This design comes from an exercise in tuning for small area, a short achievable clock period and few clock cycles per item on the open sky130 flow, not from production work.
Only simulation tests tie the RTL to the original design; equivalence was not proved.
Power figures rest on the tool's default switching activity, not on a simulated workload.

## v6
Design hacodec, start of the top module:
module hacodec (
    input  wire       clk,
    input  wire       rst,
    input  wire       in_valid,
    output wire       in_ready,
    input  wire [7:0] in_data,
    input  wire       in_last,
    output wire       out_valid,
    input  wire       out_ready,
    output wire [7:0] out_data,
    output wire       out_last
);
    function [7:0] bdec;               
        input [7:0] b;
        bdec = {1'b0, b[7:4], 3'b000} + {3'b000, b[7:4], 1'b0} + {4'd0, b[3:0]};
    endfunction
    function bok;
        input [7:0] b;
        bok = (b[7:4] <= 4'd9) && (b[3:0] <= 4'd9);
    endfunction
    function [7:0] benc;               
        input [7:0] v;
        case (v[6:0])
            7'd0 : benc = 8'h00;
            7'd1 : benc = 8'h01;
            7'd2 : benc = 8'h02;
            7'd3 : benc = 8'h03;
            7'd4 : benc = 8'h04;
            7'd5 : benc = 8'h05;
  ...
Size in the first run: ~1600 cells after synthesis, about 230 flip-flops, roughly 24 I/O pins, roughly 15000 sq um of cells after synthesis.
clock: 10.0 ns
lec_check: 0
abc_clock_period_in_ps: 4000
cap_margin: 20
core_margin: 2
core_utilization: 40
setup_slack_margin: 5
slew_margin: 20
standard.sh (not shown) runs the stock make flow with config.mk's settings and CLKGATE_MAP_FILE= SYNTH_SCRIPT=/design/flow/synth_recipe.tcl, a recipe that flattens the netlist after the stock synthesis.
==> flow/flow/run.sh <==
#!/bin/bash
set -euo pipefail
bash standard.sh SETUP_SLACK_MARGIN=7 finish > flow_standard.log 2>&1
v6 did not stop at any stage, and its layout met the timing, DRC and antenna checks.
Testbench counts of v6, summed over its fixed seeds: cycles 251,380, requests 32,000.
> inputs changed (v6 -> v7)
==> flow/flow/run.sh <==
#!/bin/bash
set -euo pipefail
bash standard.sh SETUP_SLACK_MARGIN=6 finish > flow_standard.log 2>&1
--- outcome ---
Maximum frequency: v7 worse than v6
The estimated power of v7 ends up lower than the estimate for v6.
Comparing v6 with v7, the number of instances in the placed design came out essentially unchanged.
NOTE overall via count from detail_route v6->v7 decreased by a few percent
Delta (v7 minus v6): number of tapcells essentially unchanged; global-route wire length before repair now sits lower.
Summary of the comparison: initial antenna violation count is higher in v7, relative to v6.

========
== build 52 ==
hacodec again, from the RTL that the note above started with.
export LEC_CHECK = 0
export ABC_CLOCK_PERIOD_IN_PS = 4000
export CAP_MARGIN = 20
export CORE_MARGIN = 2
export CORE_UTILIZATION = 40
export SETUP_SLACK_MARGIN = 5
export SLEW_MARGIN = 20
create_clock -name core_clock -period 10.0 [get_ports {clk}]
==> flow/flow/run.sh <==
#!/bin/bash
set -euo pipefail
bash standard.sh SETUP_SLACK_MARGIN=7 MATCH_CELL_FOOTPRINT=0 \
  "BUFFER_PORTS_ARGS=-buffer_cell sky130_fd_sc_hd__buf_4" finish > flow_standard.log 2>&1
Testbench counts of build 52, summed over its fixed seeds: cycles 251,380, requests 32,000.
Changes in build 65 relative to build 52:
==> flow/flow/run.sh <==
#!/bin/bash
set -euo pipefail
bash standard.sh SETUP_SLACK_MARGIN=6 MATCH_CELL_FOOTPRINT=0 \
  "BUFFER_PORTS_ARGS=-buffer_cell sky130_fd_sc_hd__buf_4" finish > flow_standard.log 2>&1
[summary]
Side by side, part of the cycle the worst path needs turned out higher in build 65 than in build 52. Build 65: worst reg2reg path depth is 6 lower than what build 52 reported. Sequential cell count: build 65 vs build 52 identical. Against build 52, build 65 comes in 4.5 points lower on logic gate share of total power. Of the two candidates, build 52 has the worse total design power and build 65 the better one. Between build 65 and build 52, the met2 track demand over resource in global routing is lower for build 65. Reported for build 65 and build 52, horizontal die dimension turned out identical to the last digit. Max final critical delay including setup and external delays across build 65 and build 52: build 65. The total non-filler cell area in the finished layout in build 65 was lower than what build 52 gave.

========
== P ==
Another version of the RTL of hacodec (not shown whole).
Size: roughly 24 I/O pins, roughly 0.013 mm² of cells after synthesis.
clock: 10.0 ns
lec_check: 0
abc_clock_period_in_ps: 4000
cap_margin: 20
core_margin: 2
core_utilization: 40
cts_cluster_diameter: 100
cts_cluster_size: 20
setup_slack_margin: 5
slew_margin: 20
==> flow/flow/run.sh <==
#!/bin/bash
set -euo pipefail
bash standard.sh SYNTH_SCRIPT="$PWD/flow/synth_abc.tcl" SETUP_SLACK_MARGIN=6.5 MATCH_CELL_FOOTPRINT=0 \
  "BUFFER_PORTS_ARGS=-buffer_cell sky130_fd_sc_hd__buf_4" finish > flow_standard.log 2>&1
==> flow/flow/abc_area_nf.script <==
strash
ifraig
scorr
dc2
strash
&get -n
&dch -f
&nf
&put
==> flow/flow/synth_abc.tcl <==
# synth_recipe.tcl (the standard synthesis) with one change: the technology mapping of the
# combinational logic uses flow/abc_area_nf.script (an area-oriented ABC script)
# instead of ORFS's abc_speed.script. Flip-flops are mapped before ABC and are not touched.
set ::abc_area_script [file join [file dirname [file normalize [info script]]] abc_area_nf.script]
proc synth {args} { yosys synth -nofsm -noshare {*}$args }
proc abc {args} {
  set i [lsearch -exact $args -script]
  if {$i >= 0 && [string match *abc_speed.script [lindex $args [expr {$i + 1}]]]} {
    set args [lreplace $args $i [expr {$i + 1}] -script $::abc_area_script]
  }
  yosys abc {*}$args
}
source $::env(SCRIPTS_DIR)/synth.tcl
# left out here: clear keep_hierarchy, flatten, clean up, hide names made inside functions, write 1_2_yosys.v
Having completed the whole flow, P delivered a layout that passed the timing, DRC and antenna checks.
Testbench counts of P, summed over its fixed seeds: cycles 248,529, requests 32,000.
The following lists how Q was set up differently from P:
==> flow/flow/run.sh <==
#!/bin/bash
set -euo pipefail
bash standard.sh SETUP_SLACK_MARGIN=6 MATCH_CELL_FOOTPRINT=0 \
  "BUFFER_PORTS_ARGS=-buffer_cell sky130_fd_sc_hd__buf_4" finish > flow_standard.log 2>&1
removed: flow/flow/abc_area_nf.script
removed: flow/flow/synth_abc.tcl
## What came out
Q completed end to end with timing, DRC and antenna clean. Comparing Q against P, there is no change at all in flip-flop and latch count. Met2 wire length: Q higher than P. Q falls short of P in global-route wire length before repair. Going from P to Q, mux contribution to synthesized area grows by 3.5 points. | share of the synthesized area in compound gates (AO/OA/AOI/OAI) | Q vs P | 0.60 points lower |. Share of the clock period used by the worst path after layout ends up higher on P. Q vs. P: growth of design area from synthesis to finish went down by 11 points. Sort P and Q by sequential share of layout area asc -> top: Q.
Changes in R relative to Q:
==> flow/flow/run.sh <==
#!/bin/bash
set -euo pipefail
bash standard.sh SETUP_SLACK_MARGIN=6.5 MATCH_CELL_FOOTPRINT=0 \
  "BUFFER_PORTS_ARGS=-buffer_cell sky130_fd_sc_hd__buf_4" finish > flow_standard.log 2>&1
## What came out
A capturing element of the worst setup path of ol is what Q shows, while bad belongs to R. For Q, the critical path startpoint was in_data[6], unlike R, where it was in_data[5]. Per the comparison of R with Q, wire length shows an increase of about 6%, detailed-router iteration count before antenna repair has remained practically unchanged, clock-pin slew on the worst setup and hold paths comparable, area of all placed cells without fillers shows an increase of about 8%, clock period minus worst slack dropped 180 ps. Q finished every step from synthesis to the final layout, and the layout passed the timing, DRC and antenna checks. R | status: complete | timing, DRC, antenna: pass. From Q to R the numbers moved as follows: clock-net power now sits lower; growth of design area from synthesis to finish now sits higher.
Edits applied to the flow inputs when going from R to S:
==> flow/flow/run.sh <==
#!/bin/bash
set -euo pipefail
bash standard.sh SYNTH_SCRIPT="$PWD/flow/synth_abc.tcl" SETUP_SLACK_MARGIN=6 MATCH_CELL_FOOTPRINT=0 \
  "BUFFER_PORTS_ARGS=-buffer_cell sky130_fd_sc_hd__buf_4" finish > flow_standard.log 2>&1
==> flow/flow/abc_area_nf.script (new file) <==
strash
ifraig
scorr
dc2
strash
&get -n
&dch -f
&nf
&put
==> flow/flow/synth_abc.tcl (new file) <==
# synth_recipe.tcl (the standard synthesis) with one change: the technology mapping of the
# combinational logic uses flow/abc_area_nf.script (an area-oriented ABC script)
# instead of ORFS's abc_speed.script. Flip-flops are mapped before ABC and are not touched.
set ::abc_area_script [file join [file dirname [file normalize [info script]]] abc_area_nf.script]
proc synth {args} { yosys synth -nofsm -noshare {*}$args }
proc abc {args} {
  set i [lsearch -exact $args -script]
  if {$i >= 0 && [string match *abc_speed.script [lindex $args [expr {$i + 1}]]]} {
    set args [lreplace $args $i [expr {$i + 1}] -script $::abc_area_script]
  }
  yosys abc {*}$args
}
source $::env(SCRIPTS_DIR)/synth.tcl
# left out here: clear keep_hierarchy, flatten, clean up, hide names made inside functions, write 1_2_yosys.v
==> comparison <==
S did not stop at any stage, and its layout met the timing, DRC and antenna checks. Going from R to S, the power share of the combinational group was found to have gone down by 7.0 points. [compare] base=R new=S: clock buffer and inverter area fraction after layout picked up an extra 0.34 points, largest driver fanout on the critical path picked up an extra 3, transition time of the tightest slew-check pin picked up an extra 8.6 ps, utilization lost 1.2 points, cell count after synthesis lost 191. Cell type of the slowest stage on the worst timing path = sky130_fd_sc_hd__mux4_2: S; cell type of the slowest stage on the worst timing path = sky130_fd_sc_hd__or4b_4: R.
--- input diff S..T ---
Settings: CTS_CLUSTER_SIZE changed from 20 to 25; CTS_CLUSTER_DIAMETER changed from 100 to 120.
==> flow/flow/run.sh <==
#!/bin/bash
set -euo pipefail
bash standard.sh SETUP_SLACK_MARGIN=6 MATCH_CELL_FOOTPRINT=0 \
  "BUFFER_PORTS_ARGS=-buffer_cell sky130_fd_sc_hd__buf_4" finish > flow_standard.log 2>&1
removed: flow/flow/abc_area_nf.script
removed: flow/flow/synth_abc.tcl
Results
S → T: via-per-instance ratio moved up; CTS buffer count dropped 1; critical path buffer and inverter count shows an increase of 2; number of antenna diodes went up by 1.

========
pepper:
Another version of the RTL of hacodec (not shown whole).
Size in the first run: about 1,700 cells after synthesis, about 24 I/O pins, ~16,000 um2 of cells after synthesis.
==> flow/config.mk <==
export PLATFORM = sky130hd
export DESIGN_NAME = hacodec
export DESIGN_NICKNAME = hacodec
export VERILOG_FILES = /design/flow/design.v
export SDC_FILE = /design/flow/constraint.sdc
export NUM_CORES = 4
export LEC_CHECK = 0
export CAP_MARGIN = 20
export CORE_MARGIN = 2
export CORE_UTILIZATION = 40
export SLEW_MARGIN = 20
==> flow/constraint.sdc <==
create_clock -name core_clock -period 10.0 [get_ports {clk}]
set_input_delay 2.0000 -clock core_clock [delete_from_list [all_inputs] [get_ports {clk}]]
set_output_delay 2.0000 -clock core_clock [all_outputs]
set_load 0.01 [all_outputs]
run.sh (not shown) runs the stock make flow with config.mk's settings and CLKGATE_MAP_FILE= SYNTH_SCRIPT=/design/flow/synth_recipe.tcl, a recipe that flattens the netlist after the stock synthesis.
Stock flow here: none of the scripts above is used.
pepper: all stages complete, timing, DRC and antenna checks passed
Testbench counts of pepper, summed over its fixed seeds: cycles 245,825, requests 32,000.
For cedar, these inputs were changed with respect to pepper:
# pepper
export LEC_CHECK = 0
export CAP_MARGIN = 20
export CORE_MARGIN = 2
export CORE_UTILIZATION = 40
export SLEW_MARGIN = 20
create_clock -name core_clock -period 10.0 [get_ports {clk}]
# cedar
export LEC_CHECK = 0
export ABC_AREA = 1
export CAP_MARGIN = 20
export CORE_MARGIN = 2
export CORE_UTILIZATION = 40
export SETUP_SLACK_MARGIN = 5
export SLEW_MARGIN = 20
create_clock -name core_clock -period 10.0 [get_ports {clk}]
Results
Die area delta (pepper -> cedar): insignificant. Power, cedar vs pepper: down by a few percent. The core of cedar is more densely filled than that of pepper. Comparing pepper against cedar, there is no change at all in number of routed nets with antenna violations.
Relative to cedar, the following input files were edited for amber:
# cedar
export LEC_CHECK = 0
export ABC_AREA = 1
export CAP_MARGIN = 20
export CORE_MARGIN = 2
export CORE_UTILIZATION = 40
export SETUP_SLACK_MARGIN = 5
export SLEW_MARGIN = 20
create_clock -name core_clock -period 10.0 [get_ports {clk}]
# amber
export LEC_CHECK = 0
export ABC_CLOCK_PERIOD_IN_PS = 4000
export CAP_MARGIN = 20
export CORE_MARGIN = 2
export CORE_UTILIZATION = 40
export SETUP_SLACK_MARGIN = 5
export SLEW_MARGIN = 20
create_clock -name core_clock -period 10.0 [get_ports {clk}]
==> flow/flow/run.sh (new file) <==
#!/bin/bash
set -euo pipefail
bash standard.sh SETUP_SLACK_MARGIN=6 finish > flow_standard.log 2>&1
==> flow/standard.sh (new file) <==
#!/bin/bash
# synth_recipe.tcl (not shown) runs the flow's synth.tcl, then flattens the netlist and writes it again
# the make line also repeats each setting of config.mk as NAME=value (left out here)
make -C /OpenROAD-flow-scripts/flow DESIGN_CONFIG=/design/flow/config.mk WORK_HOME=/design/flow/orfs CLKGATE_MAP_FILE= SYNTH_SCRIPT=/design/flow/synth_recipe.tcl "${@:-finish}"
removed: flow/run.sh
==> notes.md <==
Comparing amber and cedar, the lower distinct cell type count of the synthesized netlist is on cedar. Looking only at initial detailed-routing violation count, and setting everything else aside, the higher value of amber and cedar goes to amber. [amber vs cedar] critical path depth: lower in amber. Worst setup slack: amber and cedar compared, higher one is cedar. Going from cedar to amber, worst-case reg-to-reg path depth lost 3; number of multi-input combinational cells in the layout lost about 4.3%; number of nets in the layout lost 240. Between amber and cedar, area of the multi-input gates is lower for cedar, amber comes in above that. Taking cedar as the reference, in amber number of nets produced by synthesis -247; synthesized cell count -247.

[re-timing with driven ports]
No port has a modelled driver above. Below, the same layouts with a new extraction and two added sets of constraints.
Step 1 (the two cells are an assumption about what drives the block):
set clk [get_ports {clk}]
set_driving_cell -lib_cell sky130_fd_sc_hd__clkbuf_16 $clk
set_driving_cell -lib_cell sky130_fd_sc_hd__buf_2 [delete_from_list [all_inputs] $clk]
Step 2, shift: input delay + t, output delay - t, t = (earliest + latest rising clock arrival at the registers) / 2. This alone moves slack from input paths to output paths.
a / b / c = ideal ports / drivers / drivers and shift; a / b = the first two.
run	t (ns)	setup WS [ns]	worst setup path at the end	latest minus earliest clock arrival (ns)
v6	0.621	6.308 / 6.322 / 5.701	input to register	0.021 / 0.021
v7	0.625	6.087 / 6.114 / 5.489	input to register	0.016 / 0.016
build 52	0.619	6.471 / 6.424 / 5.805	input to register	0.031 / 0.031
build 65	0.617	6.102 / 6.102 / 5.532	input to register	0.018 / 0.017
P	0.552	5.989 / 5.989 / 5.521	input to register	0.028 / 0.028
Q	0.561	6.130 / 6.130 / 5.597	input to register	0.026 / 0.026
R	0.556	6.307 / 6.254 / 5.698	input to register	0.022 / 0.022
S	0.547	5.964 / 5.964 / 5.559	input to register	0.027 / 0.026
T	0.560	6.125 / 6.125 / 5.616	input to register	0.025 / 0.026
pepper	0.621	3.378 / 3.378 / 3.378	register to register	0.015 / 0.015
cedar	0.621	5.179 / 5.179 / 4.606	input to register	0.030 / 0.030
amber	0.618	5.006 / 5.006 / 4.924	input to register	0.014 / 0.014
After both steps every run listed still meets setup and hold. For build 52, which loses most, drivers alone change the setup slack by -0.047 ns; drivers and shift together by -0.666 ns.
